This design comes from an exercise in tuning for small area, a short achievable clock period and few clock cycles on the open sky130 flow, not from production work.
RTL that was checked went through simulation tests only; none was proved equivalent to the original.
The RTL of run 5 was laid out without a check of its function.
No activity file was given, so power comes from the tool's default toggle rates.

## constraint.sdc

```tcl
create_clock -name core_clock -period 10.0 [get_ports {clk}]
set_input_delay 2.0000 -clock core_clock [delete_from_list [all_inputs] [get_ports {clk}]]
set_output_delay 2.0000 -clock core_clock [all_outputs]
set_load 0.01 [all_outputs]
```

## design.v

```verilog
module fc_layout (
    input  wire [5:0] format,
    output wire [5:0] cls
);
    assign cls[0] = (format == 6'd63);
    assign cls[1] = (format == 6'd1);
    assign cls[2] = (format == 6'd50);
    assign cls[3] = (format == 6'd10) | (format == 6'd20) | (format == 6'd30) | (format == 6'd40);
    assign cls[4] = (format == 6'd11) | (format == 6'd21) | (format == 6'd31) | (format == 6'd41);
    assign cls[5] = (format == 6'd5)  | (format == 6'd6)  | (format == 6'd7)  | (format == 6'd8);
endmodule
module fc_layout_widths (
    input  wire [2:0]  code,
    output reg  [31:0] lay_a,    
    output reg  [31:0] lay_b     
);
    always @(*) begin
        case (code)
            3'd1:    begin lay_a = 32'h01010101; lay_b = 32'h0C0C0C0C; end
            3'd2:    begin lay_a = 32'h01010101; lay_b = 32'h01010101; end
            3'd3:    begin lay_a = 32'h01010101; lay_b = 32'h00000101; end
            3'd4:    begin lay_a = 32'h00080808; lay_b = 32'h00000000; end
            3'd5:    begin lay_a = 32'h0C080808; lay_b = 32'h0000000C; end
            3'd6:    begin lay_a = 32'h000C0C0C; lay_b = 32'h00000000; end
            default: begin lay_a = 32'h00000000; lay_b = 32'h00000000; end
        endcase
    end
endmodule
module fc_crc6_step #(parameter K = 8) (
    input  wire [5:0]   r_in,
    input  wire [K-1:0] d,        
    input  wire [5:0]   poly,
    output reg  [5:0]   r_out
);
    reg [K-1:0] fb;               
    integer t, s, j, k;
    always @(*) begin
        for (t = 0; t < K; t = t + 1) begin
            fb[t] = d[K-1-t];
            if (t <= 5) fb[t] = fb[t] ^ r_in[5-t];
            for (s = 0; s < t; s = s + 1)
                if (t - 1 - s <= 5) fb[t] = fb[t] ^ (fb[s] & poly[5-t+1+s]);
        end
        for (j = 0; j < 6; j = j + 1) begin
            r_out[j] = (j >= K) ? r_in[j-K] : 1'b0;
            for (t = 0; t < K; t = t + 1) begin
                k = j - (K - 1 - t);
                if (k >= 0 && k <= 5) r_out[j] = r_out[j] ^ (fb[t] & poly[k]);
            end
        end
    end
endmodule
module fc_fold7 (
    input  wire [63:0] w,
    output wire [6:0]  h
);
    localparam [63:0] G0 = 64'h0204081020408101;
    localparam [63:0] G1 = 64'h0408102040810202;
    localparam [63:0] G2 = 64'h0810204081020404;
    localparam [63:0] G3 = 64'h1020408102040808;
    localparam [63:0] G4 = 64'h2040810204081010;
    localparam [63:0] G5 = 64'h4081020408102060;
    localparam [63:0] G6 = 64'h8102040810204080;
    assign h = {^(w & G6), ^(w & G5), ^(w & G4), ^(w & G3), ^(w & G2), ^(w & G1), ^(w & G0)};
endmodule
module fc_pack (
    input  wire [5:0]   cls,       
    input  wire [127:0] values,
    output wire [57:6]  word
);
    wire [15:0] v1 = values[15:0],   v2 = values[31:16],  v3 = values[47:32];
    wire [15:0] v4 = values[63:48],  v5 = values[79:64],  v6 = values[95:80];
    wire [15:0] v7 = values[111:96], v8 = values[127:112];
    wire [57:6] pa = {v1[0], v2[0], v3[0], v4[0], v5[11:0], v6[11:0], v7[11:0], v8[11:0]};
    wire [57:6] pb = {v1[0], v2[0], v3[0], v4[0], v5[0], v6[0], v7[0], v8[0], 44'd0};
    wire [57:6] pc = {v1[0], v2[0], v3[0], v4[0], v5[0], v6[0], 46'd0};
    wire [57:6] pd = {v1[7:0], v2[7:0], v3[7:0], 28'd0};
    wire [57:6] pe = {v1[7:0], v2[7:0], v3[7:0], v4[11:0], v5[11:0], 4'd0};
    wire [57:6] pf = {v1[11:0], v2[11:0], v3[11:0], 16'd0};
    assign word = ({52{cls[0]}} & pa) | ({52{cls[1]}} & pb) | ({52{cls[2]}} & pc)
                | ({52{cls[3]}} & pd) | ({52{cls[4]}} & pe) | ({52{cls[5]}} & pf);
endmodule
module fc_unpack (
    input  wire [63:6]  word,
    output wire [127:0] values     
);
    wire [5:0] c;
    fc_layout u_layout (.format(word[63:58]), .cls(c));
    wire [127:0] fa = {4'd0, word[17:6], 4'd0, word[29:18], 4'd0, word[41:30], 4'd0, word[53:42],
                       15'd0, word[54], 15'd0, word[55], 15'd0, word[56], 15'd0, word[57]};
    wire [127:0] fb = {15'd0, word[50], 15'd0, word[51], 15'd0, word[52], 15'd0, word[53],
                       15'd0, word[54], 15'd0, word[55], 15'd0, word[56], 15'd0, word[57]};
    wire [127:0] fc = {32'd0,
                       15'd0, word[52], 15'd0, word[53],
                       15'd0, word[54], 15'd0, word[55], 15'd0, word[56], 15'd0, word[57]};
    wire [127:0] fd = {80'd0, 8'd0, word[41:34], 8'd0, word[49:42], 8'd0, word[57:50]};
    wire [127:0] fe = {48'd0, 4'd0, word[21:10], 4'd0, word[33:22],
                       8'd0, word[41:34], 8'd0, word[49:42], 8'd0, word[57:50]};
    wire [127:0] ff = {80'd0, 4'd0, word[33:22], 4'd0, word[45:34], 4'd0, word[57:46]};
    assign values = ({128{c[0]}} & fa) | ({128{c[1]}} & fb) | ({128{c[2]}} & fc)
                  | ({128{c[3]}} & fd) | ({128{c[4]}} & fe) | ({128{c[5]}} & ff);
endmodule
module frame_coproc (
    input  wire        clk,
    input  wire        rst,
    input  wire        bus_we,
    input  wire [7:0]  bus_addr,
    input  wire [31:0] bus_wdata,
    output reg  [31:0] bus_rdata,
    input  wire [7:0]  rx_count,
    input  wire [7:0]  rx_data,
    output reg         rx_pop,
    output reg         rx_flush,
    output wire        tx_valid,
    output wire [7:0]  tx_data,
    input  wire        tx_ready
);
    localparam K  = 8;             
    localparam NC = 64 / K;        
    localparam [2:0] R_OK        = 3'd0;
    localparam [2:0] R_MISMATCH  = 3'd1;
    localparam [2:0] R_EXHAUSTED = 3'd3;
    localparam [2:0] R_NO_DATA   = 3'd4;
    localparam [2:0] R_ILLEGAL   = 3'd5;
    localparam [2:0] C_NOP     = 3'd0;
    localparam [2:0] C_CRC6    = 3'd1;
    localparam [2:0] C_LAYOUT  = 3'd2;
    localparam [2:0] C_ENCODE  = 3'd3;
    localparam [2:0] C_DECODE  = 3'd4;
    localparam [2:0] C_SEND    = 3'd5;
    localparam [2:0] C_RECV    = 3'd6;
    localparam [2:0] C_RESYNC  = 3'd7;
    localparam [31:0] CONFIG = 32'h003F2000;
    reg [63:0]  op_word;
    reg [7:0]   op_poly;
    reg [5:0]   op_format;
    reg [127:0] op_fields;
    reg [2:0]   result;
    reg [5:0]   res_crc;       
    reg [63:0]  res_frame;
    reg [2:0]   lay_code;      
    reg [63:6]  pf_word;       
    reg [63:0]  rx_word;       
    reg [5:0]   rx_checks;     
    reg         busy;
    reg [2:0]   cmd;
    reg [3:0]   cnt;           
    wire       cmd_write = bus_we && (bus_addr[7:2] == 6'h00);
    wire       go        = cmd_write && !busy;
    wire       legal     = (bus_wdata[31:3] == 29'd0);
    wire [2:0] op        = bus_wdata[2:0];
    wire       have8     = (rx_count[7:3] != 5'd0);
    wire       have1     = (rx_count != 8'd0);
    wire go_crc    = go && legal && (op == C_CRC6);
    wire go_layout = go && legal && (op == C_LAYOUT);
    wire go_encode = go && legal && (op == C_ENCODE);
    wire go_decode = go && legal && (op == C_DECODE);
    wire go_send   = go && legal && (op == C_SEND);
    wire go_rx     = go && legal && (op[2:1] == 2'b11);    
    wire go_rxdata = go_rx && have8;
    wire b_crc    = busy && (cmd == C_CRC6);
    wire b_send   = busy && (cmd == C_SEND);
    wire b_rx     = busy && (cmd[2:1] == 2'b11);
    wire b_resync = busy && (cmd == C_RESYNC);
    wire fill     = b_rx && (cnt[2:0] != 3'd0);        
    wire fill_end = b_rx && (cnt[2:0] == 3'd7);        
    wire [5:0] op_cls;
    fc_layout u_cls (.format(op_format), .cls(op_cls));
    wire [2:0] op_code = op_cls[0] ? 3'd1 : op_cls[1] ? 3'd2 : op_cls[2] ? 3'd3 :
                         op_cls[3] ? 3'd4 : op_cls[4] ? 3'd5 : op_cls[5] ? 3'd6 : 3'd0;
    wire [57:6] pkd;
    fc_pack u_pack (.cls(op_cls), .values(op_fields), .word(pkd));
    wire [6:0] enc_h;
    fc_fold7 u_enc_fold (.w({op_format, pkd, 6'd0}), .h(enc_h));
    wire [5:0] enc_crc = enc_h[5:0] ^ {6{enc_h[6]}};
    wire [6:0] dec_h;
    fc_fold7 u_dec_fold (.w(op_word), .h(dec_h));
    wire dec_ok = (dec_h == 7'd0) || (dec_h == 7'h7F);
    wire [63:0] shifted = {rx_word[55:0], rx_data};
    wire [6:0] win_h;
    fc_fold7 u_win_fold (.w(shifted), .h(win_h));
    wire win_ok = (win_h == 7'd0) || (win_h == 7'h7F);
    reg [7:0] send_byte;
    always @(*) begin
        case (cnt[2:0])
            3'd0: send_byte = op_word[63:56];
            3'd1: send_byte = op_word[55:48];
            3'd2: send_byte = op_word[47:40];
            3'd3: send_byte = op_word[39:32];
            3'd4: send_byte = op_word[31:24];
            3'd5: send_byte = op_word[23:16];
            3'd6: send_byte = op_word[15:8];
            default: send_byte = op_word[7:0];
        endcase
    end
    wire [K-1:0] chunk = send_byte;
    wire [5:0] crc_next;
    fc_crc6_step #(.K(K)) u_step (
        .r_in(res_crc & {6{busy}}), .d(chunk), .poly(op_poly[5:0]), .r_out(crc_next)
    );
    assign tx_valid = go_send || b_send;
    assign tx_data  = send_byte;
    always @(*) begin
        rx_pop   = go_rxdata || fill || (b_rx && !fill && have1 && cmd == C_RESYNC);
        rx_flush = b_rx && !fill &&
                   (cmd == C_RECV || !have1 || rx_checks == 6'd32);
    end
    wire [127:0] pf_fields;
    fc_unpack u_unpack (.word(pf_word), .values(pf_fields));
    wire [31:0] lay_a, lay_b;
    fc_layout_widths u_lw (.code(lay_code), .lay_a(lay_a), .lay_b(lay_b));
    always @(*) begin
        case (bus_addr[7:2])
            6'h01: bus_rdata = {23'd0, busy, 5'd0, result};
            6'h02: bus_rdata = CONFIG;
            6'h04: bus_rdata = op_word[63:32];
            6'h05: bus_rdata = op_word[31:0];
            6'h06: bus_rdata = {24'd0, op_poly};
            6'h07: bus_rdata = {26'd0, op_format};
            6'h08: bus_rdata = {16'd0, op_fields[15:0]};
            6'h09: bus_rdata = {16'd0, op_fields[31:16]};
            6'h0A: bus_rdata = {16'd0, op_fields[47:32]};
            6'h0B: bus_rdata = {16'd0, op_fields[63:48]};
            6'h0C: bus_rdata = {16'd0, op_fields[79:64]};
            6'h0D: bus_rdata = {16'd0, op_fields[95:80]};
            6'h0E: bus_rdata = {16'd0, op_fields[111:96]};
            6'h0F: bus_rdata = {16'd0, op_fields[127:112]};
            6'h20: bus_rdata = {26'd0, res_crc};
            6'h21: bus_rdata = res_frame[63:32];
            6'h22: bus_rdata = res_frame[31:0];
            6'h23: bus_rdata = lay_a;
            6'h24: bus_rdata = lay_b;
            6'h25: bus_rdata = {26'd0, pf_word[63:58]};
            6'h26: bus_rdata = {16'd0, pf_fields[15:0]};
            6'h27: bus_rdata = {16'd0, pf_fields[31:16]};
            6'h28: bus_rdata = {16'd0, pf_fields[47:32]};
            6'h29: bus_rdata = {16'd0, pf_fields[63:48]};
            6'h2A: bus_rdata = {16'd0, pf_fields[79:64]};
            6'h2B: bus_rdata = {16'd0, pf_fields[95:80]};
            6'h2C: bus_rdata = {16'd0, pf_fields[111:96]};
            6'h2D: bus_rdata = {16'd0, pf_fields[127:112]};
            6'h2E: bus_rdata = rx_word[63:32];
            6'h2F: bus_rdata = rx_word[31:0];
            6'h30: bus_rdata = {26'd0, rx_checks};
            default: bus_rdata = 32'd0;
        endcase
    end
    always @(posedge clk) begin
        if (rst) begin
            op_word   <= 64'd0;
            op_poly   <= 8'd0;
            op_format <= 6'd0;
            op_fields <= 128'd0;
        end else if (bus_we) begin
            case (bus_addr[7:2])
                6'h04: op_word[63:32]      <= bus_wdata;
                6'h05: op_word[31:0]       <= bus_wdata;
                6'h06: op_poly             <= bus_wdata[7:0];
                6'h07: op_format           <= bus_wdata[5:0];
                6'h08: op_fields[15:0]     <= bus_wdata[15:0];
                6'h09: op_fields[31:16]    <= bus_wdata[15:0];
                6'h0A: op_fields[47:32]    <= bus_wdata[15:0];
                6'h0B: op_fields[63:48]    <= bus_wdata[15:0];
                6'h0C: op_fields[79:64]    <= bus_wdata[15:0];
                6'h0D: op_fields[95:80]    <= bus_wdata[15:0];
                6'h0E: op_fields[111:96]   <= bus_wdata[15:0];
                6'h0F: op_fields[127:112]  <= bus_wdata[15:0];
                default: ;
            endcase
        end
    end
    always @(posedge clk) begin
        if (go_decode)
            pf_word[57:6] <= op_word[57:6];
        else if ((fill_end && (cmd == C_RECV || win_ok)) || (b_resync && !fill && have1 &&
                  rx_checks != 6'd32 && win_ok))
            pf_word[57:6] <= shifted[57:6];
    end
    always @(posedge clk) begin
        if (rst) begin
            busy      <= 1'b0;
            cnt       <= 4'd0;
            result    <= R_OK;
            res_crc   <= 6'd0;
            res_frame <= 64'd0;
            lay_code  <= 3'd0;
            pf_word[63:58] <= 6'd0;
            rx_word   <= 64'd0;
            rx_checks <= 6'd0;
        end else if (!busy) begin
            if (go) begin
                cmd <= op;
                if (!legal) begin
                    result <= R_ILLEGAL;
                end else begin
                    case (op)
                        C_NOP: result <= R_OK;
                        C_CRC6: begin
                            res_crc <= crc_next;
                            cnt     <= 4'd1;
                            busy    <= 1'b1;
                        end
                        C_LAYOUT: begin
                            lay_code <= op_code;
                            result   <= R_OK;
                        end
                        C_ENCODE: begin
                            res_frame <= {op_format, pkd, enc_crc};
                            result    <= R_OK;
                        end
                        C_DECODE: begin
                            pf_word[63:58] <= op_word[63:58];
                            result <= dec_ok ? R_OK : R_MISMATCH;
                        end
                        C_SEND: begin
                            cnt  <= tx_ready ? 4'd1 : 4'd0;
                            busy <= 1'b1;
                        end
                        default: begin   
                            if (!have8) begin
                                result <= R_NO_DATA;
                            end else begin
                                rx_word   <= shifted;
                                rx_checks <= 6'd0;
                                cnt       <= 4'd1;
                                busy      <= 1'b1;
                            end
                        end
                    endcase
                end
            end
        end else begin
            case (cmd)
                C_CRC6: begin
                    res_crc <= crc_next;
                    cnt     <= (cnt == NC - 1) ? 4'd0 : cnt + 4'd1;
                    if (cnt == NC - 1) begin
                        result <= R_OK;
                        busy   <= 1'b0;
                    end
                end
                C_SEND: begin
                    if (tx_ready) begin
                        cnt <= (cnt == 4'd7) ? 4'd0 : cnt + 4'd1;
                        if (cnt == 4'd7) begin
                            result <= R_OK;
                            busy   <= 1'b0;
                        end
                    end
                end
                C_RECV: begin
                    if (fill) begin
                        rx_word <= shifted;
                        cnt     <= (cnt == 4'd7) ? 4'd0 : cnt + 4'd1;
                        if (fill_end) begin
                            rx_checks      <= 6'd1;
                            pf_word[63:58] <= shifted[63:58];
                            result         <= win_ok ? R_OK : R_MISMATCH;
                            busy           <= !win_ok;      
                        end
                    end else begin
                        busy <= 1'b0;                       
                    end
                end
                default: begin   
                    if (fill) begin
                        rx_word <= shifted;
                        cnt     <= (cnt == 4'd7) ? 4'd0 : cnt + 4'd1;
                        if (fill_end) begin
                            rx_checks <= 6'd1;
                            if (win_ok) begin
                                pf_word[63:58] <= shifted[63:58];
                                result         <= R_OK;
                                busy           <= 1'b0;
                            end
                        end
                    end else if (have1) begin
                        rx_word <= shifted;
                        if (rx_checks == 6'd32) begin
                            result <= R_EXHAUSTED;
                            busy   <= 1'b0;
                        end else begin
                            rx_checks <= rx_checks + 6'd1;
                            if (win_ok) begin
                                pf_word[63:58] <= shifted[63:58];
                                result         <= R_OK;
                                busy           <= 1'b0;
                            end
                        end
                    end else begin
                        result <= R_EXHAUSTED;
                        busy   <= 1'b0;
                    end
                end
            endcase
        end
    end
endmodule
```

## run.sh

```bash
#!/bin/bash
# synth_recipe.tcl (not shown) runs the flow's synth.tcl, then flattens the netlist and writes it again
# the make line also repeats each setting of config.mk as NAME=value (left out here)
make -C /OpenROAD-flow-scripts/flow DESIGN_CONFIG=/design/flow/config.mk WORK_HOME=/design/flow/orfs CLKGATE_MAP_FILE= SYNTH_SCRIPT=/design/flow/synth_recipe.tcl finish
```

## config.mk

```make
export PLATFORM = sky130hd
export DESIGN_NAME = frame_coproc
export DESIGN_NICKNAME = frame_coproc
export VERILOG_FILES = /design/flow/design.v
export SDC_FILE = /design/flow/constraint.sdc
export NUM_CORES = 4
export LEC_CHECK = 0
export CAP_MARGIN = 20
export CORE_MARGIN = 2
export CORE_UTILIZATION = 40
export PLACE_DENSITY = 0.6
export SETUP_SLACK_MARGIN = 3.0
export SLEW_MARGIN = 20
```

==> summary.txt, run 1 <==
Setup path
  • Crit path launch: bus_addr[2]
  • Worst Path Max Fanout: 11
  • Worst EP arrival: 5080 ps
  • Crit Path Class: input pin to output pin
  • CP endpoint kind: output pin
  • R2r endpoint: res_crc[3]
  • Worst reg-to-reg setup slack: roughly 3400 ps
  • CP endpoint: bus_rdata[4]
  • Worst EP required: 8000 ps
  • Reg-to-reg startpoint: cnt[2]
  • Crit start category: input pin
  • Reg2reg path depth: 17

Placed design
  • Placer Congestion: 1.02
  • I/O Buffers: 100
  • Final HPWL DP: approximately 87000 µm
  • Placed instance area: about 25000 µm²

Synthesis
  • Count leader, synth: nand2_1
  • Number of synthesized flops with an enable pin: 55
  • Synth async-reset ratio: 0%
  • Synth Register Bits: 418
  • Library cells used by synthesis: 75
  • Yosys warning count: 3
  • Yosys top cell area share: 31.9%
  • Synth area leader: dfxtp_1
  • Sequential element share of the synthesized area: 39.1%
  • Mapped Nets: 2889
  • Top FF cell, synth: dfxtp_1
  • Syn Inst Count: about 2800
  • Avg Cell Area, Syn: 8.08 µm²
  • Largest cells by area after synthesis: dfxtp_1 32%, nand2_1 10%, edfxtp_1 7.2%, a21oi_1 7.1%, xnor2_1 6.1%
  • Post-Syn Area: 22800 µm²
  • Commonest cells in the netlist: 628 x nand2_1, 363 x dfxtp_1, 323 x a21oi_1, 211 x clkbuf_1, 171 x nor2_1

Power
  • Sw frac: between 20% and 30%
  • Sequential share of power: 45.6%
  • Power Internal: roughly 2800 µW
  • Clock share of power: 50.4%
  • LEAKAGE: 0.00835 µW
  • Combinational power share: 4.0%
  • Worst ir drop on vdd: 0.000139 V
  • Switching power: between 900 and 1000 µW
  • PwrDens: about 140 nW/µm²

Clock tree
  • Clock tree buffer depth: 3
  • CTS Sinks: 418
  • H-tree depth: 2
  • CTS buffer count: 50
  • CTS Hold Bufs: 0
  • Worst-skew pair later-pin latency: 620 ps
  • Clk root buf: clkbuf_16
  • TritonCTS clock tree: built
  • Clock slew at reported path FFs: 60 ps

Floorplanning
  • DIE WIDTH: 243 µm
  • Row count: 87
  • Die Area: about 60000 µm²
  • Die Y: about 240 µm
  • Initial Util: 40.4%
  • Io pins: about 100
  • Total core area: between 50000 and 60000 µm²

Routing
  • DRC viols: 0
  • DRT iter0 DRCs: 3706
  • Drt pass-1 iters: 11
  • Via density: 6.60
  • Vias: about 24000
  • Routed length per instance: roughly 33 µm
  • DRT antenna net count: 0
  • Total Wirelength: 122000 µm

Finish
  • Number of fillers in the final layout: 5616
  • Fraction of layout cells with a size suffix above 1: 11.3%
  • Final Cell Area: 26600 µm²
  • Area delta synth->final: 16.8%
  • # nets final: ~2900

GRT
  • Initial antenna violation count: 4
  • Global-route wire length before repair: 168000 µm
  • Vias in the first global route: roughly 22000
  • GRT Util Overall: 39.9%
  • Largest net degree at the start of global routing: 135
  • Total grt overflow: 0

Timing
  • Final min period: around 7100 ps
  • Relative slew slack: 17.7%
  • Skew final: 43.4 ps
  • Max Slew Vio Count: 0
  • Worst-margin pin slew: ~1200 ps
  • Fmax: ~140 MHz
  • Setup violations, final: 0
  • Final hold vios: 0
  • Setup TNS Final: 0 ps
  • Final Cycle Share: 70.8%
  • Unrepaired setup endpoints after global routing: no

Flow run
  • Total of max-cap violations: 0

Hold path
  • Tightest Hold Check Type: flip-flop to flip-flop

Outcome
  • Status: timing/DRC/antenna clean
[critical path, cell delays in order]
cell             delay [ps]
clkdlybuf4s15_2         280
nor2b_1                 240
nand3_1                 240
nor2_4                  120
buf_4                   240
a222oi_1                780
o2111ai_1               250
a311oi_1                350
nand3_1                 210
dlygate4sd2_1           340
[through the flow]
stage | total power, µW | utilization (%) | hold WS, ps | instances | setup WS (ps)
detailed placement | 1890 | 43.6 | 446 | 3525 | 2060
global placement | 1880 | 43.6 | 443 | 3523 | 2050
global route | 3830 | 47.2 | 473 | 3632 | 3010
finish | 3750 | 47.2 | 455 | 3634 | 2920
floorplan | 1810 | - | 436 | 2821 | 3870
CTS | 3760 | 47.0 | 454 | 3628 | 2870
[cell type report]
type	instances	area, µm²	share of cell area [%]
inverters	14	52.6	0.197
diodes	2	5.00	0.0188
well taps	756	946	3.55
multi-input cells	2161	13300	49.9
repair buffers	192	1720	6.47
flip-flops and latches	418	8920	33.5
clock buffers	69	1450	5.43
clock inverters	22	243	0.912
[metal layers]
layer | up-vias | global-route usage (%) | wire (µm)
li1 | 10343 | - | -
met1 | 11698 | 51.2 | 46700
met2 | 1568 | 60.5 | 52000
met3 | 368 | 8.62 | 13500
met4 | 2 | 25.6 | 9470
met5 | - | 0 | 9
[layout by cell type (no fill, tap or decap), types with 55 or more instances in the layout]
cell,netlist,final
a21oi_1,323,323
edfxtp_1,55,55
nand2_1,628,625
xnor2_1,158,158
nor2_1,171,144
nand3_1,66,63
clkdlybuf4s50_1,0,76
a222oi_1,64,64
dfxtp_1,363,361
a211oi_1,64,64
a22oi_1,128,126
buf_4,0,84
a22o_1,56,56
mux2_2,63,63
[worst min-delay path by stage]
stage / from / endpoint / slack (ps) / depth (start not counted)
after global routing: op_fields[93] / op_fields[93] / 470 / 2
final: op_fields[29] / op_fields[29] / 460 / 2
after detailed placement: op_fields[29] / op_fields[29] / 450 / 2
after CTS: op_fields[15] / op_fields[15] / 450 / 2
after floorplan: op_fields[29] / op_fields[29] / 440 / 2
after global placement: op_fields[110] / op_fields[110] / 440 / 2
[flip-flops by register name, summed over array words and instances, names as in the netlist, 4 cells and up]
name,flops
rx_checks,6
res_crc,6
res_frame,64
cnt,4
rx_word,64
op_format,6
pf_word,58
op_word,64
op_poly,8
op_fields,128
[cell families (layout without fill, tap and decap cells)]
group	after synthesis	in the layout	synth area share [%]
buffers and inverters	242	297	4.01
AOI/OAI and AO/OA	850	850	25.6
xor gates and xnor gates	196	196	7.69
adders and majority gates	8	8	0.439
DFF	418	418	39.1
other	0	2	0
and+or+nand+nor	1021	1021	19.0
muxes	86	86	4.12
[power groups by stage]
stage               registers, µW  clock network, µW  logic (µW)
floorplan                    1740                  0        69.9
CTS                          1710               1900         147
global placement             1740                  0         142
finish                       1710               1890         152
global route                 1710               1970         156
detailed placement           1740                  0         143
[repair_timing]
action / in CTS / in global routing
hold endpoints to repair: 0 / 0
gates resized for setup: 64 / 22
setup endpoints to repair: 36 / 17
buffers inserted: 12 / 4
pin swaps: 11 / 9
Testbench counts, summed over its fixed seeds: cycles 37,748.
==> run 2, diff against run 1 <==
--- a/config.mk
+++ b/config.mk
@@ -11,3 +11,3 @@
 export PLACE_DENSITY = 0.6
-export SETUP_SLACK_MARGIN = 3.0
+export SETUP_SLACK_MARGIN = 4.5
 export SLEW_MARGIN = 20
==> run 2 against run 1 <==
Compared with the run above:
- setup slack improved by 730 ps
- still clean
- clock skew shrank 21 ps
- sequential share of layout area is 3.4 points lower
==> summary.txt, run 2 <==
Outcome
  • Status: timing/DRC/antenna clean (unchanged)

Synthesis
  • Synth Register Bits: 418 (unchanged)
  • Avg Cell Area, Syn: 8.08 µm² (unchanged)
  • Post-Syn Area: 22800 µm² (unchanged)
  • Yosys warning count: 3 (unchanged)
  • Commonest cells in the netlist: 628 x nand2_1, 363 x dfxtp_1, 323 x a21oi_1, 211 x clkbuf_1, 171 x nor2_1 (unchanged)
  • Number of synthesized flops with an enable pin: 55 (unchanged)
  • Top FF cell, synth: dfxtp_1 (unchanged)
  • Synth area leader: dfxtp_1 (unchanged)
  • Mapped Nets: 2889 (unchanged)
  • Yosys top cell area share: 31.9% (unchanged)
  • Sequential element share of the synthesized area: 39.1% (unchanged)
  • Synth async-reset ratio: 0% (unchanged)
  • Count leader, synth: nand2_1 (unchanged)
  • Largest cells by area after synthesis: dfxtp_1 32%, nand2_1 10%, edfxtp_1 7.2%, a21oi_1 7.1%, xnor2_1 6.1% (unchanged)
  • Syn Inst Count: 2821 (unchanged)
  • Library cells used by synthesis: 75 (unchanged)

Setup path
  • Worst Path Max Fanout: 7 (was 11)
  • Worst EP required: 8000 ps (about the same)
  • CP max-delay cell: a222oi_1 (unchanged)
  • Buf/Inv on CP: 4 (was 3)
  • Reg2reg path depth: 20 (was 17)
  • Reg-to-reg startpoint: cnt[1] (was cnt[2])
  • Crit start category: input pin (unchanged)
  • Worst path cell trace: buf_8 -> or2_4 -> buf_12 -> buf_6 -> nor2_4 -> a222oi_1 -> o2111ai_1 -> a311oi_1 -> nand3_1 -> buf_2 (was clkdlybuf4s15_2 -> nor2b_1 -> nand3_1 -> nor2_4 -> buf_4 -> a222oi_1 -> o2111ai_1 -> a311oi_1 -> nand3_1 -> dlygate4sd2_1)
  • Worst reg-to-reg setup slack: 4610 ps (was 3400 ps)
  • Crit Path Class: input pin to output pin (unchanged)
  • CP max stage delay: 790 ps (was 780 ps)
  • Worst EP arrival: 4350 ps (was 5080 ps)
  • CP endpoint kind: output pin (unchanged)
  • R2r endpoint: res_crc[5] (was res_crc[3])
  • CP top delay family: compound AO/OA/AOI/OAI gates (unchanged)

Floorplanning
  • Row count: 87 (unchanged)
  • Initial Util: 40.4% (unchanged)
  • Die Area: 58900 µm² (unchanged)
  • Total core area: 56400 µm² (unchanged)
  • Die Y: 243 µm (unchanged)
  • Io pins: 103 (unchanged)
  • DIE WIDTH: 243 µm (unchanged)

Routing
  • Vias: 25457 (was 23979)
  • Total Wirelength: 124000 µm (was 122000 µm)
  • DRT antenna net count: 0 (unchanged)
  • Via density: 6.63 (was 6.60)
  • DRC viols: 0 (unchanged)
  • Routed length per instance: 32.2 µm (was 33.5 µm)
  • DRT iter0 DRCs: 4054 (was 3706)
  • Drt pass-1 iters: 13 (was 11)

Clock tree
  • CTS Sinks: 418 (unchanged)
  • TritonCTS clock tree: built (unchanged)
  • Worst-skew pair later-pin latency: 620 ps (about the same)
  • CTS buffer count: 50 (unchanged)
  • Clock slew at reported path FFs: 60 ps (about the same)
  • CTS Hold Bufs: 0 (unchanged)
  • Clock tree buffer depth: 3 (unchanged)
  • H-tree depth: 2 (unchanged)
  • Clk root buf: clkbuf_16 (unchanged)

Flow run
  • Total of max-cap violations: 0 (unchanged)

Placed design
  • Pre-CTS WS: 2050 ps (was 2060 ps)
  • Placed Cells incl. Taps: 3513 (was 3525)
  • Final HPWL DP: 83100 µm (was 87400 µm)
  • I/O Buffers: 100 (unchanged)
  • Placer Congestion: 1.03 (was 1.02)

Finish
  • Most frequent cells in the layout: 616 x nand2_1, 360 x dfxtp_1, 318 x a21oi_1 (was 625 x nand2_1, 361 x dfxtp_1, 323 x a21oi_1)
  • Fin util: 52.7% (was 47.2%)
  • Max FFs per register: 128 (unchanged)
  • Area delta synth->final: 30.3% (was 16.8%)
  • # nets final: 3110 (was 2905)
  • Most flop-heavy register: op_fields (unchanged)
  • Final std cells w/o fill: 3840 (was 3634)
  • Fraction of layout cells with a size suffix above 1: 23.5% (was 11.3%)
  • Most common cell after layout, fill and taps aside: nand2_1 (unchanged)

Power
  • LEAKAGE: 0.00985 µW (was 0.00835 µW)
  • Worst ir drop on vdd: 0.000113 V (was 0.000139 V)
  • PwrDens: 126 nW/µm² (was 141 nW/µm²)
  • Power Internal: 2820 µW (was 2840 µW)
  • Switching power: 918 µW (was 905 µW)
  • Combinational power share: 5.4% (was 4.0%)
  • Sequential share of power: 45.7% (was 45.6%)
  • Sw frac: 24.6% (was 24.2%)
  • Clock share of power: 49.0% (was 50.4%)

Timing
  • Relative slew slack: 12.0% (was 17.7%)
  • Final min period: 6350 ps (was 7080 ps)
  • Final hold vios: 0 (unchanged)
  • Final Cycle Share: 63.5% (was 70.8%)
  • Skew final: 22.6 ps (was 43.4 ps)
  • Max Slew Vio Count: 0 (unchanged)
  • Fmax: 158 MHz (was 141 MHz)
  • Worst-margin pin slew: 1320 ps (was 1230 ps)
  • Setup TNS Final: 0 ps (unchanged)
  • Setup violations, final: 0 (unchanged)
  • Worst setup margin: 3650 ps (was 2920 ps)
  • Unrepaired setup endpoints after global routing: yes (was no)

Hold path
  • End of the worst hold path: op_fields[77] (was op_fields[29])
  • Tightest Hold Check Type: flip-flop to flip-flop (unchanged)
  • Min-delay src: op_fields[77] (was op_fields[29])
  • Cells on Worst Hold Path: 2 (unchanged)

GRT
  • Total grt overflow: 0 (unchanged)
  • GRT Util Overall: 40.0% (was 39.9%)
  • Vias in the first global route: 23034 (was 21981)
  • Largest net degree at the start of global routing: 220 (was 135)
  • Initial antenna violation count: 4 (unchanged)
  • Global-route wire length before repair: 171000 µm (was 168000 µm)
==> run 2: worst max-delay path by stage <==
stage | from | end | slack (ps) | depth (start not counted)
after floorplan | bus_addr[3] | bus_rdata[11] | 4250 | 10
after global placement | bus_addr[6] | bus_rdata[11] | 2080 | 10
after detailed placement | bus_addr[6] | bus_rdata[11] | 2050 | 11
after CTS | bus_addr[7] | bus_rdata[0] | 3760 | 13
after global routing | bus_addr[3] | bus_rdata[11] | 3660 | 12
final | bus_addr[7] | bus_rdata[4] | 3650 | 10
==> run 2: power by group through the flow <==
stage | combinational [µW] | clock (µW) | sequential (µW)
6_report | 200 | 1830 | 1710
5_1_grt | 204 | 1910 | 1700
3_5_place_dp | 146 | 0 | 1740
2_1_floorplan | 81.5 | 0 | 1740
3_3_place_gp | 146 | 0 | 1740
4_1_cts | 180 | 1840 | 1710
==> run 2: kinds of logic (layout without fill, tap and decap cells) <==
group | Yosys count | after routing | synth area share (%)
other cells | 0 | 3 | 0
xor+xnor | 196 | 196 | 7.69
simple gates | 1021 | 1027 | 19.0
compound gates | 850 | 850 | 25.6
mux | 86 | 86 | 4.12
fa+ha+maj | 8 | 8 | 0.439
flops | 418 | 418 | 39.1
buf+inv | 242 | 496 | 4.01
==> run 2: layer usage <==
| metal | track usage [%] | part of all wire, % | vias up | wire, µm |
|---|---|---|---|---|
| li1 | - | - | 10756 | - |
| met1 | 49.2 | 37 | 12249 | 45300 |
| met2 | 58.6 | 41 | 1924 | 51100 |
| met3 | 12.7 | 13 | 518 | 15700 |
| met4 | 28.8 | 9.3 | 10 | 11500 |
| met5 | 1.55 | 0.13 | - | 161 |
==> run 2: worst min-delay path, cell delays in order, from the launching register on <==
cell and delay (ps):
dfxtp_1 310, nand2_1 50, a21oi_1 50
==> run 2: timing repair <==
item / 4_1_cts / 5_1_grt
pin swaps: 112 / 106
gates resized for setup: 491 / 136
gates cloned: 8 / 0
endpoints found under the setup margin: 151 / 40
buffers inserted: 140 / 85
==> run 2: area by class of cell <==
cell class                      instances  area, µm²
Clock inverter                         22        211
Multi-Input combinational cell       2167      14500
Sequential cell                       418       8930
Clock buffer                           69       1380
Antenna cell                            3       7.51
Inverter                               14       56.3
Timing Repair Buffer                  391       3670
Fill cell                            5339      26700
Tap cell                              756        946
==> run 2: stage by stage <==
step                instance area (µm²)  hold WS [ps]  power [µW]
global placement                  24700           442        1890
finish                            29700           454        3740
global route                      29700           477        3820
CTS                               28500           456        3720
detailed placement                24700           448        1890
floorplan                         23300           436        1820
==> run 3, diff against run 2 <==
--- a/design.v
+++ b/design.v
@@ -34,18 +34,7 @@
 );
-    reg [K-1:0] fb;               
-    integer t, s, j, k;
+    integer i;
     always @(*) begin
-        for (t = 0; t < K; t = t + 1) begin
-            fb[t] = d[K-1-t];
-            if (t <= 5) fb[t] = fb[t] ^ r_in[5-t];
-            for (s = 0; s < t; s = s + 1)
-                if (t - 1 - s <= 5) fb[t] = fb[t] ^ (fb[s] & poly[5-t+1+s]);
-        end
-        for (j = 0; j < 6; j = j + 1) begin
-            r_out[j] = (j >= K) ? r_in[j-K] : 1'b0;
-            for (t = 0; t < K; t = t + 1) begin
-                k = j - (K - 1 - t);
-                if (k >= 0 && k <= 5) r_out[j] = r_out[j] ^ (fb[t] & poly[k]);
-            end
-        end
+        r_out = r_in;
+        for (i = K - 1; i >= 0; i = i - 1)
+            r_out = {r_out[4:0], 1'b0} ^ ((d[i] ^ r_out[5]) ? poly : 6'd0);
     end
@@ -179,4 +168,6 @@
     wire [63:0] shifted = {rx_word[55:0], rx_data};
-    wire [6:0] win_h;
-    fc_fold7 u_win_fold (.w(shifted), .h(win_h));
+    wire [6:0] win_h_w, win_h_b;
+    fc_fold7 u_win_fold_w (.w({rx_word[55:0], 8'd0}), .h(win_h_w));
+    fc_fold7 u_win_fold_b (.w({56'd0, rx_data}), .h(win_h_b));
+    wire [6:0] win_h = win_h_w ^ win_h_b;
     wire win_ok = (win_h == 7'd0) || (win_h == 7'h7F);
==> flow/run.sh (new file) <==
#!/bin/bash
# Layout flow: the standard synthesis unchanged, then the standard ORFS
# layout with two differences: every port gets a buf_2 as its buffer (ORFS
# would pick a slow delay cell), and the delay cells are kept out of timing
# repair. Each tool's output goes to a log file of its own here.
set -uo pipefail
bash standard.sh synth > synth.log 2>&1 || { tail -20 synth.log; exit 1; }
export BUFFER_PORTS_ARGS="-buffer_cell sky130_fd_sc_hd__buf_2"
export DONT_USE_CELLS="sky130_fd_sc_hd__clkdlybuf4s15_1 sky130_fd_sc_hd__clkdlybuf4s15_2 \
sky130_fd_sc_hd__clkdlybuf4s18_1 sky130_fd_sc_hd__clkdlybuf4s18_2 \
sky130_fd_sc_hd__clkdlybuf4s25_1 sky130_fd_sc_hd__clkdlybuf4s25_2 \
sky130_fd_sc_hd__clkdlybuf4s50_1 sky130_fd_sc_hd__clkdlybuf4s50_2 \
sky130_fd_sc_hd__dlygate4sd1_1 sky130_fd_sc_hd__dlygate4sd2_1 sky130_fd_sc_hd__dlygate4sd3_1 \
sky130_fd_sc_hd__dlymetal6s2s_1 sky130_fd_sc_hd__dlymetal6s4s_1 sky130_fd_sc_hd__dlymetal6s6s_1"
bash standard.sh > layout.log 2>&1 || { tail -20 layout.log; exit 1; }
==> standard.sh (new file) <==
#!/bin/bash
# synth_recipe.tcl (not shown) runs the flow's synth.tcl, then flattens the netlist and writes it again
# the make line also repeats each setting of config.mk as NAME=value (left out here)
make -C /OpenROAD-flow-scripts/flow DESIGN_CONFIG=/design/flow/config.mk WORK_HOME=/design/flow/orfs CLKGATE_MAP_FILE= SYNTH_SCRIPT=/design/flow/synth_recipe.tcl "${@:-finish}"
--- a/config.mk
+++ b/config.mk
@@ -10,4 +10,7 @@
 export CORE_UTILIZATION = 40
+export CTS_BUF_LIST = sky130_fd_sc_hd__clkbuf_16
+export CTS_CLUSTER_DIAMETER = 100
+export CTS_CLUSTER_SIZE = 24
 export PLACE_DENSITY = 0.6
-export SETUP_SLACK_MARGIN = 4.5
+export SETUP_SLACK_MARGIN = 3.5
 export SLEW_MARGIN = 20
removed: run.sh
==> run 3 against run 2 <==
Compared with the run above:
- clock-buffer cell count is 43 lower
- synthesized cell count is 0.85% higher
- cell count is 6.5% lower
- fmax is 3.1% lower
- total power is 20% lower
- via count is 5.2% lower
- setup slack worse by 200 ps
- still clean on timing, DRC and antenna
- sequential share of layout area is 5.0 points higher
- global-route usage is 1.3 points lower
- register-to-register slack worse by 850 ps
==> summary.txt, run 3 <==
Synthesis
  • Commonest cells in the netlist: 622 x nand2_1, 363 x dfxtp_1, 317 x a21oi_1, 213 x clkbuf_1, 197 x nor2_1 (was 628 x nand2_1, 363 x dfxtp_1, 323 x a21oi_1, 211 x clkbuf_1, 171 x nor2_1)
  • Yosys top cell area share: 31.6% (was 31.9%)
  • Yosys warning count: 3 (unchanged)
  • Avg Cell Area, Syn: 8.09 µm² (was 8.08 µm²)
  • Library cells used by synthesis: 91 (was 75)
  • Count leader, synth: nand2_1 (unchanged)
  • Mapped Nets: 2913 (was 2889)
  • Largest cells by area after synthesis: dfxtp_1 32%, nand2_1 10%, edfxtp_1 7.2%, a21oi_1 6.9%, xnor2_1 5.9% (was dfxtp_1 32%, nand2_1 10%, edfxtp_1 7.2%, a21oi_1 7.1%, xnor2_1 6.1%)
  • Synth async-reset ratio: 0% (unchanged)
  • Sequential element share of the synthesized area: 38.7% (was 39.1%)
  • Syn Inst Count: 2845 (was 2821)
  • Number of synthesized flops with an enable pin: 55 (unchanged)
  • Synth area leader: dfxtp_1 (unchanged)
  • Post-Syn Area: 23000 µm² (was 22800 µm²)
  • Top FF cell, synth: dfxtp_1 (unchanged)
  • Synth Register Bits: 418 (unchanged)

Clock tree
  • CTS Hold Bufs: 0 (unchanged)
  • CTS buffer count: 24 (was 50)
  • Clock slew at reported path FFs: 100 ps (was 60 ps)
  • Clk root buf: clkbuf_16 (unchanged)
  • TritonCTS clock tree: built (unchanged)
  • Worst-skew pair later-pin latency: 610 ps (was 620 ps)
  • H-tree depth: 1 (was 2)
  • Clock tree buffer depth: 3 (unchanged)
  • CTS Sinks: 418 (unchanged)

Outcome
  • Status: timing/DRC/antenna clean (unchanged)

Flow run
  • Total of max-cap violations: 0 (unchanged)

Power
  • Final Power: 2990 µW (was 3740 µW)
  • LEAKAGE: 0.00814 µW (was 0.00985 µW)
  • Worst ir drop on vdd: 0.000127 V (was 0.000113 V)
  • PwrDens: 118 nW/µm² (was 126 nW/µm²)

Placed design
  • Placer Congestion: 1.03 (about the same)
  • I/O Buffers: 100 (unchanged)
  • Final HPWL DP: 84600 µm (was 83100 µm)

Routing
  • DRC viols: 0 (unchanged)
  • Total Wirelength: 120000 µm (was 124000 µm)
  • Routed length per instance: 33.3 µm (was 32.2 µm)
  • DRT antenna net count: 0 (unchanged)
  • Drt pass-1 iters: 9 (was 13)
  • DRT iter0 DRCs: 3916 (was 4054)
  • Vias: 24126 (was 25457)
  • Via density: 6.72 (was 6.63)

Setup path
  • Worst path cell trace: buf_2 -> nor2b_2 -> nand3_1 -> nor2_1 -> buf_4 -> a22o_1 -> a221oi_1 -> nand4_1 -> buf_2 (was buf_8 -> or2_4 -> buf_12 -> buf_6 -> nor2_4 -> a222oi_1 -> o2111ai_1 -> a311oi_1 -> nand3_1 -> buf_2)
  • Worst reg-to-reg setup slack: 3760 ps (was 4610 ps)
  • CP endpoint kind: output pin (unchanged)
  • CP max stage delay: 850 ps (was 790 ps)
  • Crit start category: input pin (unchanged)
  • Buf/Inv on CP: 3 (was 4)
  • Reg-to-reg startpoint: cnt[2] (was cnt[1])
  • Worst Path Max Fanout: 10 (was 7)
  • CP max-delay cell: a221oi_1 (was a222oi_1)
  • Worst EP arrival: 4550 ps (was 4350 ps)
  • Worst EP required: 8000 ps (about the same)
  • Crit Path Class: input pin to output pin (unchanged)
  • R2r endpoint: res_crc[4] (was res_crc[5])
  • Reg2reg path depth: 16 (was 20)
  • CP most frequent cell: buf_2
  • CP top delay family: compound AO/OA/AOI/OAI gates (unchanged)

GRT
  • Largest net degree at the start of global routing: 155 (was 220)
  • Global-route wire length before repair: 165000 µm (was 171000 µm)
  • Initial antenna violation count: 5 (was 4)
  • Total grt overflow: 0 (unchanged)
  • Vias in the first global route: 21417 (was 23034)
  • GRT Util Overall: 38.7% (was 40.0%)

Timing
  • Unrepaired setup endpoints after global routing: yes (unchanged)
  • Setup TNS Final: 0 ps (unchanged)
  • Max Slew Vio Count: 0 (unchanged)
  • Final hold vios: 0 (unchanged)
  • Final Cycle Share: 65.5% (was 63.5%)
  • Worst-margin pin slew: 1210 ps (was 1320 ps)
  • Setup violations, final: 0 (unchanged)
  • Fmax: 153 MHz (was 158 MHz)
  • Skew final: 19.9 ps (was 22.6 ps)
  • Relative slew slack: 19.2% (was 12.0%)
  • Final min period: 6550 ps (was 6350 ps)

Finish
  • Most common cell after layout, fill and taps aside: nand2_1 (unchanged)
  • Max FFs per register: 128 (unchanged)
  • # nets final: 2888 (was 3110)
  • Most flop-heavy register: op_fields (unchanged)
  • Area delta synth->final: 10.4% (was 30.3%)
  • Most frequent cells in the layout: 620 x nand2_1, 362 x dfxtp_1, 316 x a21oi_1 (was 616 x nand2_1, 360 x dfxtp_1, 318 x a21oi_1)
  • Fraction of layout cells with a size suffix above 1: 13.3% (was 23.5%)

Floorplanning
  • Die Y: 244 µm (was 243 µm)
  • Total core area: 56600 µm² (was 56400 µm²)
  • DIE WIDTH: 244 µm (was 243 µm)
  • Row count: 87 (unchanged)
  • Die Area: 59500 µm² (was 58900 µm²)
  • Initial Util: 40.7% (was 40.4%)
  • Io pins: 103 (unchanged)

Hold path
  • Tightest Hold Check Type: flip-flop to flip-flop (unchanged)
  • End of the worst hold path: rx_word[60] (was op_fields[77])
  • Cells on Worst Hold Path: 2 (unchanged)
  • Min-delay src: rx_word[60] (was op_fields[77])
==> run 3: cell count changes in the layout (fill, tap and decap cells not counted), moves of 25 or more <==
cell	change
buf_4	-139
buf_6	-66
buf_2	+71
clkbuf_16	-25
nor2_1	+38
a22oi_2	-25
a22oi_1	+44
buf_12	-25
clkdlybuf4s50_1	-26
==> run 3: cell type report <==
class | count | area (µm²)
Inverter | 21 | 78.8
Clock inverter | 12 | 111
Timing Repair Buffer | 181 | 1150
Sequential cell | 418 | 8920
Multi-Input combinational cell | 2174 | 13600
Antenna cell | 1 | 2.50
Clock buffer | 26 | 651
Tap cell | 756 | 946
Fill cell | 5713 | 31200
==> run 3: tightest hold or removal path, cell delays in order, from the launching register on <==
cell and delay [ps]:
dfxtp_1 320, nand2_1 50, a21oi_1 50
==> run 3: repair_timing <==
item | CTS | global route
resized for setup | 31 | 26
pin swaps | 6 | 11
buffers inserted | 3 | 15
setup endpoints to repair | 37 | 18
cloned | 0 | 0
==> run 3: cells by family after synthesis <==
kind of cell	synth area share [%]
AOI/OAI and AO/OA	25.3
xor gates and xnor gates	7.91
DFF	38.7
muxes	4.00
buffers and inverters	4.26
and+or+nand+nor	19.4
adders and majority gates	0.435
==> run 3: power by group <==
part | internal (µW) | switching, µW
logic | 32.4 | 102
registers | 1700 | 7.19
clock network | 487 | 665
==> run 3: worst max-delay path by stage <==
stage	cells past startpoint	to	slack [ps]	start
final	9	bus_rdata[13]	3450	bus_addr[5]
after global routing	16	res_crc[4]	3450	cnt[2]
after CTS	10	bus_rdata[7]	3440	bus_addr[6]
after global placement	10	bus_rdata[7]	2770	bus_addr[6]
after floorplan	8	pf_word[10]	3610	rx_data[2]
after detailed placement	10	bus_rdata[7]	2790	bus_addr[6]
==> run 3: through the flow <==
step | cells | util [%] | hold slack, ps | cell area [µm²] | setup slack (ps)
6_report | 3589 | 44.9 | 461 | 25400 | 3450
5_1_grt | 3588 | 44.9 | 474 | 25400 | 3450
4_1_cts | 3570 | 44.4 | 461 | 25100 | 3440
3_5_place_dp | 3529 | 42.7 | 447 | 24200 | 2790
3_3_place_gp | 3527 | 42.7 | 442 | 24200 | 2770
2_1_floorplan | 2845 | - | 436 | 23000 | 3610
==> run 3: per-layer routing <==
layer,global-route usage (%),vias to the layer above,wire [µm]
met5,0,-,24
met4,24.1,6,9800
met3,8.96,441,14900
met2,57.1,1789,49700
met1,51.0,11636,45200
li1,-,10254,-
Testbench counts of run 3, summed over its fixed seeds: cycles 37,748.
==> run 4, diff against run 3 <==
--- a/design.v
+++ b/design.v
@@ -173,22 +173,26 @@
     wire win_ok = (win_h == 7'd0) || (win_h == 7'h7F);
-    reg [7:0] send_byte;
+    reg  [7:0] cur_byte;
+    wire [7:0] byte_now = busy ? cur_byte : op_word[63:56];
+    wire       step     = go_crc || b_crc || ((go_send || b_send) && tx_ready);
+    wire [2:0] cnt_next = cnt[2:0] + {2'd0, step};
+    reg  [7:0] byte_next;
     always @(*) begin
-        case (cnt[2:0])
-            3'd0: send_byte = op_word[63:56];
-            3'd1: send_byte = op_word[55:48];
-            3'd2: send_byte = op_word[47:40];
-            3'd3: send_byte = op_word[39:32];
-            3'd4: send_byte = op_word[31:24];
-            3'd5: send_byte = op_word[23:16];
-            3'd6: send_byte = op_word[15:8];
-            default: send_byte = op_word[7:0];
+        case (cnt_next)
+            3'd0: byte_next = op_word[63:56];
+            3'd1: byte_next = op_word[55:48];
+            3'd2: byte_next = op_word[47:40];
+            3'd3: byte_next = op_word[39:32];
+            3'd4: byte_next = op_word[31:24];
+            3'd5: byte_next = op_word[23:16];
+            3'd6: byte_next = op_word[15:8];
+            default: byte_next = op_word[7:0];
         endcase
     end
-    wire [K-1:0] chunk = send_byte;
+    always @(posedge clk) cur_byte <= byte_next;
     wire [5:0] crc_next;
     fc_crc6_step #(.K(K)) u_step (
-        .r_in(res_crc & {6{busy}}), .d(chunk), .poly(op_poly[5:0]), .r_out(crc_next)
+        .r_in(res_crc & {6{busy}}), .d(byte_now), .poly(op_poly[5:0]), .r_out(crc_next)
     );
     assign tx_valid = go_send || b_send;
-    assign tx_data  = send_byte;
+    assign tx_data  = byte_now;
     always @(*) begin
--- a/config.mk
+++ b/config.mk
@@ -14,3 +14,3 @@
 export PLACE_DENSITY = 0.6
-export SETUP_SLACK_MARGIN = 3.5
+export SETUP_SLACK_MARGIN = 4.0
 export SLEW_MARGIN = 20
==> run 4 against run 3 <==
Compared with the run above:
- die area rose by 1.6%
- cell area rose by 7.0%
- synthesized cell count rose by 1.7%
- critical path depth rose by 2
- clock power barely moved
- first-iteration DRC count rose by 5.7%
- setup slack got worse by 7.5 ps
- highest routed layer unchanged
==> summary.txt, run 4 <==
Outcome
  • Status: timing/DRC/antenna clean (unchanged)

Clock tree
  • Worst-skew pair later-pin latency: 610 ps (about the same)
  • CTS Hold Bufs: 0 (unchanged)
  • Clock slew at reported path FFs: 100 ps (about the same)
  • CTS buffer count: 24 (unchanged)
  • CTS Sinks: 426 (was 418)
  • H-tree depth: 1 (unchanged)
  • Clock tree buffer depth: 3 (unchanged)
  • TritonCTS clock tree: built (unchanged)
  • Clk root buf: clkbuf_16 (unchanged)

Synthesis
  • Post-Syn Area: 23400 µm² (was 23000 µm²)
  • Synth area leader: dfxtp_1 (unchanged)
  • Sequential element share of the synthesized area: 38.8% (was 38.7%)
  • Number of synthesized flops with an enable pin: 55 (unchanged)
  • Yosys top cell area share: 31.7% (was 31.6%)
  • Count leader, synth: nand2_1 (unchanged)
  • Syn Inst Count: 2893 (was 2845)
  • Commonest cells in the netlist: 629 x nand2_1, 371 x dfxtp_1, 326 x a21oi_1, 217 x clkbuf_1, 179 x nor2_1 (was 622 x nand2_1, 363 x dfxtp_1, 317 x a21oi_1, 213 x clkbuf_1, 197 x nor2_1)
  • Synth async-reset ratio: 0% (unchanged)
  • Yosys warning count: 3 (unchanged)
  • Avg Cell Area, Syn: 8.09 µm² (about the same)
  • Mapped Nets: 2960 (was 2913)
  • Synth Register Bits: 426 (was 418)
  • Largest cells by area after synthesis: dfxtp_1 32%, nand2_1 10%, edfxtp_1 7.1%, a21oi_1 7.0%, xnor2_1 5.6% (was dfxtp_1 32%, nand2_1 10%, edfxtp_1 7.2%, a21oi_1 6.9%, xnor2_1 5.9%)
  • Library cells used by synthesis: 84 (was 91)
  • Top FF cell, synth: dfxtp_1 (unchanged)

Finish
  • Most frequent cells in the layout: 622 x nand2_1, 370 x dfxtp_1, 324 x a21oi_1 (was 620 x nand2_1, 362 x dfxtp_1, 316 x a21oi_1)
  • Register area: 9080 µm² (was 8920 µm²)
  • Most flop-heavy register: op_fields (unchanged)
  • Max FFs per register: 128 (unchanged)
  • Number of fillers in the final layout: 5692 (was 5713)
  • Most common cell after layout, fill and taps aside: nand2_1 (unchanged)
  • Final std cells w/o fill: 3741 (was 3589)
  • Final Cell Area: 27200 µm² (was 25400 µm²)
  • Area delta synth->final: 16.3% (was 10.4%)
  • Fraction of layout cells with a size suffix above 1: 17.4% (was 13.3%)
  • # nets final: 3026 (was 2888)
  • Multi-input logic area: 14100 µm² (was 13600 µm²)

GRT
  • GRT Util Overall: 38.2% (was 38.7%)
  • Largest net degree at the start of global routing: 124 (was 155)
  • Total grt overflow: 0 (unchanged)
  • Vias in the first global route: 22411 (was 21417)
  • Global-route wire length before repair: 167000 µm (was 165000 µm)
  • Initial antenna violation count: 2 (was 5)

Routing
  • DRT iter0 DRCs: 4138 (was 3916)
  • Total Wirelength: 120000 µm (about the same)
  • Vias: 24888 (was 24126)
  • Via density: 6.65 (was 6.72)
  • DRC viols: 0 (unchanged)
  • Routed length per instance: 32.1 µm (was 33.3 µm)
  • DRT antenna net count: 0 (unchanged)
  • Drt pass-1 iters: 11 (was 9)

Setup path
  • Worst Path Max Fanout: 6 (was 10)
  • CP endpoint kind: output pin (unchanged)
  • Reg2reg path depth: 13 (was 16)
  • Crit path launch: bus_addr[6] (was bus_addr[5])
  • Reg-to-reg startpoint: busy (was cnt[2])
  • R2r endpoint: res_crc[1] (was res_crc[4])
  • Worst EP required: 8000 ps (about the same)
  • Worst reg-to-reg setup slack: 4600 ps (was 3760 ps)
  • Crit start category: input pin (unchanged)
  • Worst EP arrival: 4560 ps (was 4550 ps)
  • Crit Path Class: input pin to output pin (unchanged)

Timing
  • Final Cycle Share: 65.6% (was 65.5%)
  • Setup TNS Final: 0 ps (unchanged)
  • Setup violations, final: 0 (unchanged)
  • Final hold vios: 0 (unchanged)
  • Max Slew Vio Count: 0 (unchanged)
  • Fmax: 152 MHz (was 153 MHz)
  • Relative slew slack: 12.9% (was 19.2%)
  • Skew final: 39.2 ps (was 19.9 ps)
  • Worst-margin pin slew: 1310 ps (was 1210 ps)
  • Final min period: 6560 ps (was 6550 ps)
  • Worst setup margin: 3440 ps (was 3450 ps)
  • Unrepaired setup endpoints after global routing: yes (unchanged)

Power
  • Final Power: 3060 µW (was 2990 µW)
  • LEAKAGE: 0.00887 µW (was 0.00814 µW)
  • Worst ir drop on vdd: 0.000118 V (was 0.000127 V)
  • PwrDens: 112 nW/µm² (was 118 nW/µm²)

Floorplanning
  • Initial Util: 40.5% (was 40.7%)
  • Io pins: 103 (unchanged)
  • DIE WIDTH: 246 µm (was 244 µm)
  • Total core area: 57800 µm² (was 56600 µm²)
  • Die Y: 246 µm (was 244 µm)
  • Row count: 88 (was 87)
  • Die Area: 60500 µm² (was 59500 µm²)

Placed design
  • Final HPWL DP: 84200 µm (was 84600 µm)
  • Pre-CTS WS: 3010 ps (was 2790 ps)
  • I/O Buffers: 100 (unchanged)
  • Placer Congestion: 1.02 (was 1.03)
  • Placed Cells incl. Taps: 3575 (was 3529)
  • Placed instance area: 24500 µm² (was 24200 µm²)

Flow run
  • Total of max-cap violations: 0 (unchanged)

Hold path
  • End of the worst hold path: op_fields[94] (was rx_word[60])
  • Tightest Hold Check Type: flip-flop to flip-flop (unchanged)
  • Cells on Worst Hold Path: 2 (unchanged)
  • Min-delay src: op_fields[94] (was rx_word[60])
[run 4: cell types whose count changed after synthesis, sizes merged, moves of 7 or more]
cell	delta
nor2	-18
nand4	+11
a21oi	+9
nor4	-9
dfxtp	+8
nor2b	+8
xnor2	-8
xor2	+8
and3	+7
nand2	+7
[run 4: repair_timing]
item                                    4_1_cts  5_1_grt
cloned                                        2        3
endpoints found under the setup margin       42       22
endpoints found under the hold margin         0        0
resized for setup                           145       62
pin swaps                                    50       53
buffers inserted                             54       64
[run 4: final cells by class]
class | count | area share (%)
multi-input combinational | 2214 | 51.8
clock buffer | 25 | 2.30
clock inverter | 15 | 0.524
tap | 765 | 3.52
antenna | 3 | 0.0276
sequential | 426 | 33.4
inverter | 20 | 0.276
timing repair buffer | 273 | 8.17
[run 4: kinds of logic (layout without fill, tap and decap cells)]
family | Yosys count | in the layout | synth area share, %
AO/OA/AOI/OAI | 862 | 862 | 25.4
XOR/XNOR | 194 | 194 | 7.38
adder cells (fa/ha/maj) | 7 | 7 | 0.374
buffers and inverters | 255 | 333 | 4.12
flip-flops | 426 | 426 | 38.8
multiplexers | 91 | 91 | 4.53
other | 0 | 3 | 0
AND/OR/NAND/NOR | 1058 | 1060 | 19.4
[run 4: worst max path at each step]
stage / endpoint / cells past startpoint / slack (ps)
finish: bus_rdata[4] / 11 / 3440
global route: bus_rdata[4] / 11 / 3550
CTS: bus_rdata[5] / 13 / 3750
detailed placement: bus_rdata[5] / 11 / 3010
global placement: bus_rdata[5] / 10 / 3010
floorplan: bus_rdata[30] / 10 / 4010
[run 4: metrics by stage]
stage | hold slack [ps] | utilization (%)
6_report | 459 | 47.1
5_1_grt | 481 | 47.1
4_1_cts | 460 | 45.6
3_5_place_dp | 447 | 42.4
3_3_place_gp | 442 | 42.4
2_1_floorplan | 432 | -
[run 4: power by group]
group / internal [µW] / switching, µW
Clock: 496 / 660
Combinational: 54.0 / 112
Sequential: 1730 / 7.57
Total: 2280 / 780
[run 4: critical path: stages]
cell	delay [ps]
buf_12	100
or2_4	190
buf_6	130
nor2_4	50
buf_6	120
buf_6	100
a222oi_1	1090
o21ai_1	150
nor3_1	270
nand3_1	160
buf_2	170
[run 4: layer usage]
layer  vias up  GRT usage (%)  share of wire, %
met2      1824           57.5                42
li1      10668              -                 -
met4         4           20.5               7.3
met5         -              0             0.023
met1     11971           50.8                39
met3       421           8.77                12
Testbench counts of run 4, summed over its fixed seeds: cycles 37,748.
==> run 5, diff against run 4 <==
--- a/design.v
+++ b/design.v
@@ -30,3 +30,3 @@
     input  wire [5:0]   r_in,
-    input  wire [K-1:0] d,        
+    input  wire [K-1:0] d,
     input  wire [5:0]   poly,
@@ -41,14 +41,13 @@
 endmodule
-module fc_fold7 (
+module fc_crc6_syn (
     input  wire [63:0] w,
-    output wire [6:0]  h
+    output wire [5:0]  s
 );
-    localparam [63:0] G0 = 64'h0204081020408101;
-    localparam [63:0] G1 = 64'h0408102040810202;
-    localparam [63:0] G2 = 64'h0810204081020404;
-    localparam [63:0] G3 = 64'h1020408102040808;
-    localparam [63:0] G4 = 64'h2040810204081010;
-    localparam [63:0] G5 = 64'h4081020408102060;
-    localparam [63:0] G6 = 64'h8102040810204080;
-    assign h = {^(w & G6), ^(w & G5), ^(w & G4), ^(w & G3), ^(w & G2), ^(w & G1), ^(w & G0)};
+    localparam [63:0] SM0 = 64'h83060C183060C181;
+    localparam [63:0] SM1 = 64'h850A142850A14282;
+    localparam [63:0] SM2 = 64'h8912244891224484;
+    localparam [63:0] SM3 = 64'h9122448912244888;
+    localparam [63:0] SM4 = 64'hA142850A14285090;
+    localparam [63:0] SM5 = 64'hC183060C183060E0;
+    assign s = {^(w & SM5), ^(w & SM4), ^(w & SM3), ^(w & SM2), ^(w & SM1), ^(w & SM0)};
 endmodule
@@ -161,38 +160,19 @@
     fc_pack u_pack (.cls(op_cls), .values(op_fields), .word(pkd));
-    wire [6:0] enc_h;
-    fc_fold7 u_enc_fold (.w({op_format, pkd, 6'd0}), .h(enc_h));
-    wire [5:0] enc_crc = enc_h[5:0] ^ {6{enc_h[6]}};
-    wire [6:0] dec_h;
-    fc_fold7 u_dec_fold (.w(op_word), .h(dec_h));
-    wire dec_ok = (dec_h == 7'd0) || (dec_h == 7'h7F);
+    wire [5:0] enc_crc;
+    fc_crc6_syn u_enc_crc (.w({op_format, pkd, 6'd0}), .s(enc_crc));
+    wire [5:0] dec_syn;
+    fc_crc6_syn u_dec_syn (.w(op_word), .s(dec_syn));
+    wire dec_ok = (dec_syn == 6'd0);
     wire [63:0] shifted = {rx_word[55:0], rx_data};
-    wire [6:0] win_h_w, win_h_b;
-    fc_fold7 u_win_fold_w (.w({rx_word[55:0], 8'd0}), .h(win_h_w));
-    fc_fold7 u_win_fold_b (.w({56'd0, rx_data}), .h(win_h_b));
-    wire [6:0] win_h = win_h_w ^ win_h_b;
-    wire win_ok = (win_h == 7'd0) || (win_h == 7'h7F);
-    reg  [7:0] cur_byte;
-    wire [7:0] byte_now = busy ? cur_byte : op_word[63:56];
-    wire       step     = go_crc || b_crc || ((go_send || b_send) && tx_ready);
-    wire [2:0] cnt_next = cnt[2:0] + {2'd0, step};
-    reg  [7:0] byte_next;
-    always @(*) begin
-        case (cnt_next)
-            3'd0: byte_next = op_word[63:56];
-            3'd1: byte_next = op_word[55:48];
-            3'd2: byte_next = op_word[47:40];
-            3'd3: byte_next = op_word[39:32];
-            3'd4: byte_next = op_word[31:24];
-            3'd5: byte_next = op_word[23:16];
-            3'd6: byte_next = op_word[15:8];
-            default: byte_next = op_word[7:0];
-        endcase
-    end
-    always @(posedge clk) cur_byte <= byte_next;
+    wire [5:0] win_syn;
+    fc_crc6_syn u_win_syn (.w(shifted), .s(win_syn));
+    wire win_ok = (win_syn == 6'd0);
+    wire [7:0] send_byte = op_word[63 - 8 * cnt[2:0] -: 8];
+    wire [K-1:0] chunk   = op_word[63 - K * cnt[$clog2(NC)-1:0] -: K];
     wire [5:0] crc_next;
     fc_crc6_step #(.K(K)) u_step (
-        .r_in(res_crc & {6{busy}}), .d(byte_now), .poly(op_poly[5:0]), .r_out(crc_next)
+        .r_in(busy ? res_crc : 6'd0), .d(chunk), .poly(op_poly[5:0]), .r_out(crc_next)
     );
     assign tx_valid = go_send || b_send;
-    assign tx_data  = byte_now;
+    assign tx_data  = send_byte;
     always @(*) begin
==> run.sh (new file) <==
#!/bin/bash
# synth_recipe.tcl (not shown) runs the flow's synth.tcl, then flattens the netlist and writes it again
# the make line also repeats each setting of config.mk as NAME=value (left out here)
make -C /OpenROAD-flow-scripts/flow DESIGN_CONFIG=/design/flow/config.mk WORK_HOME=/design/flow/orfs CLKGATE_MAP_FILE= SYNTH_SCRIPT=/design/flow/synth_recipe.tcl finish
==> config.mk (replaced) <==
export PLATFORM = sky130hd
export DESIGN_NAME = frame_coproc
export DESIGN_NICKNAME = frame_coproc
export VERILOG_FILES = /design/flow/design.v
export SDC_FILE = /design/flow/constraint.sdc
export NUM_CORES = 4
export LEC_CHECK = 0
export CAP_MARGIN = 20
export CORE_MARGIN = 2
export CORE_UTILIZATION = 25
export PLACE_DENSITY = 0.5
export SLEW_MARGIN = 20
removed: flow/run.sh
removed: standard.sh
==> run 5 against run 4 <==
Compared with the run above:
- non-clock buffer count fell by 92
- fmax fell by 18%
- routed wire length rose by 1.1%
==> summary.txt, run 5 <==
Routing
  • DRC viols: 0 (unchanged)
  • Drt pass-1 iters: 10 (was 11)
  • DRT iter0 DRCs: 3975 (was 4138)

Finish
  • Most frequent cells in the layout: 618 x nand2_1, 362 x dfxtp_1, 324 x a21oi_1 (was 622 x nand2_1, 370 x dfxtp_1, 324 x a21oi_1)
  • Most flop-heavy register: op_fields (unchanged)
  • Fin util: 29.6% (was 47.1%)
  • Area delta synth->final: 17.5% (was 16.3%)
  • Number of fillers in the final layout: 9764 (was 5692)
  • Max FFs per register: 128 (unchanged)

Clock tree
  • Clock slew at reported path FFs: 60 ps (was 100 ps)
  • CTS Sinks: 418 (was 426)
  • CTS buffer count: 50 (was 24)
  • # Post-CTS Setup Buffers: 0 (was 54)
  • Clock tree buffer depth: 3 (unchanged)
  • CTS resizes: 0 (was 145)
  • Worst-skew pair later-pin latency: 640 ps (was 610 ps)
  • Clk root buf: clkbuf_16 (unchanged)

Power
  • Combinational power share: 4.0% (was 5.4%)
  • Worst ir drop on vdd: 0.000116 V (was 0.000118 V)
  • PwrDens: 139 nW/µm² (was 112 nW/µm²)
  • Power Internal: 2840 µW (was 2280 µW)
  • Sequential share of power: 45.4% (was 56.8%)

Placed design
  • Placer Congestion: 1.04 (was 1.02)
  • Final HPWL DP: 86000 µm (was 84200 µm)
  • Placed Cells incl. Taps: 3962 (was 3575)

Synthesis
  • Synth Register Bits: 418 (was 426)
  • Commonest cells in the netlist: 618 x nand2_1, 363 x dfxtp_1, 324 x a21oi_1, 208 x clkbuf_1, 181 x nor2_1 (was 629 x nand2_1, 371 x dfxtp_1, 326 x a21oi_1, 217 x clkbuf_1, 179 x nor2_1)
  • Synth area leader: dfxtp_1 (unchanged)
  • Mapped Nets: 2894 (was 2960)
  • Count leader, synth: nand2_1 (unchanged)

Timing
  • Max Slew Vio Count: 0 (unchanged)
  • Setup TNS Final: 0 ps (unchanged)
  • Worst setup margin: 1960 ps (was 3440 ps)
  • Final hold vios: 0 (unchanged)
  • Setup violations, final: 0 (unchanged)
  • Unrepaired setup endpoints after global routing: no (was yes)
  • Final min period: 8040 ps (was 6560 ps)

GRT
  • Total grt overflow: 0 (unchanged)
  • Initial antenna violation count: 12 (was 2)

Setup path
  • Crit path launch: bus_addr[2] (was bus_addr[6])
  • R2r endpoint: res_crc[4] (was res_crc[1])
  • Worst Path Max Fanout: 21 (was 6)
  • Crit start category: input pin (unchanged)
  • Worst EP arrival: 6040 ps (was 4560 ps)
  • Reg2reg path depth: 18 (was 13)

Flow run
  • Total of max-cap violations: 0 (unchanged)

Outcome
  • Status: timing/DRC/antenna clean (unchanged)

Floorplanning
  • Initial Util: 25.1% (was 40.5%)
  • Die Y: 307 µm (was 246 µm)
==> run 5: cell types whose count changed after synthesis, sizes merged, moves of 8 or more <==
cell / delta
nand2: -11
a211oi: -8
a222oi: -12
dfxtp: -8
o22ai: +8
clkbuf: -9
mux2: +8
nand4: -15
xnor2: +12
nand3b: +10
o21ai: -13
a221oi: +14
==> run 5: how the worst min path moves through the flow <==
stage | end | cells after the start | slack [ps] | startpoint
floorplan | res_frame[6] | 2 | 430 | res_frame[6]
global placement | res_frame[6] | 2 | 440 | res_frame[6]
detailed placement | res_frame[8] | 2 | 450 | res_frame[8]
CTS | res_frame[8] | 2 | 450 | res_frame[8]
global route | op_fields[44] | 2 | 470 | op_fields[44]
finish | res_frame[8] | 2 | 450 | res_frame[8]
==> run 5: critical path, cell delays in order <==
cell and delay [ps]:
clkdlybuf4s50_1 680, nor2b_1 550, nand2_1 240, nor2_2 640, buf_4 470, a22oi_1 150, o2111ai_1 140, nor3_1 60
o21ai_0 360, clkdlybuf4s50_1 720
==> run 5: layout make-up <==
type	instances	area, µm²	share of cell area (%)
clock buffers	73	1420	5.27
inverters	21	78.8	0.292
multi-input cells	2157	13200	48.8
well taps	1186	1480	5.50
flip-flops and latches	418	8920	33.1
repair buffers	181	1630	6.05
clock inverters	21	267	0.988
==> run 5: cells by family after synthesis <==
group	Yosys count	share of synthesized area (%)
buffers and inverters	249	4.17
AO/OA/AOI/OAI	823	24.6
XOR/XNOR	198	7.79
AND/OR/NAND/NOR	1029	19.2
adder cells (fa/ha/maj)	10	0.545
flip-flops	418	38.9
multiplexers	97	4.83
==> run 5: metal layers <==
metal  track usage (%)  vias to the layer above  share of wire (%)
met2              37.7                     1381                 43
met1              33.8                    11645                 41
met3              4.81                      299                 10
met4              12.3                        8                5.8
met5                 0                        -              0.040
li1                  -                    10228                  -
==> run 5: power groups by stage <==
stage / Sequential, µW / Clock, µW / Combinational [µW]
floorplan: 1740 / 0 / 70.8
global placement: 1740 / 0 / 149
detailed placement: 1740 / 0 / 149
CTS: 1710 / 1920 / 149
global route: 1710 / 1990 / 158
finish: 1710 / 1900 / 151
==> run 5: stage by stage <==
step / power, µW / instance area, µm²
2_1_floorplan: 1810 / 22900
3_3_place_gp: 1890 / 25300
3_5_place_dp: 1890 / 25300
4_1_cts: 3770 / 27000
5_1_grt: 3850 / 27000
6_report: 3760 / 27000
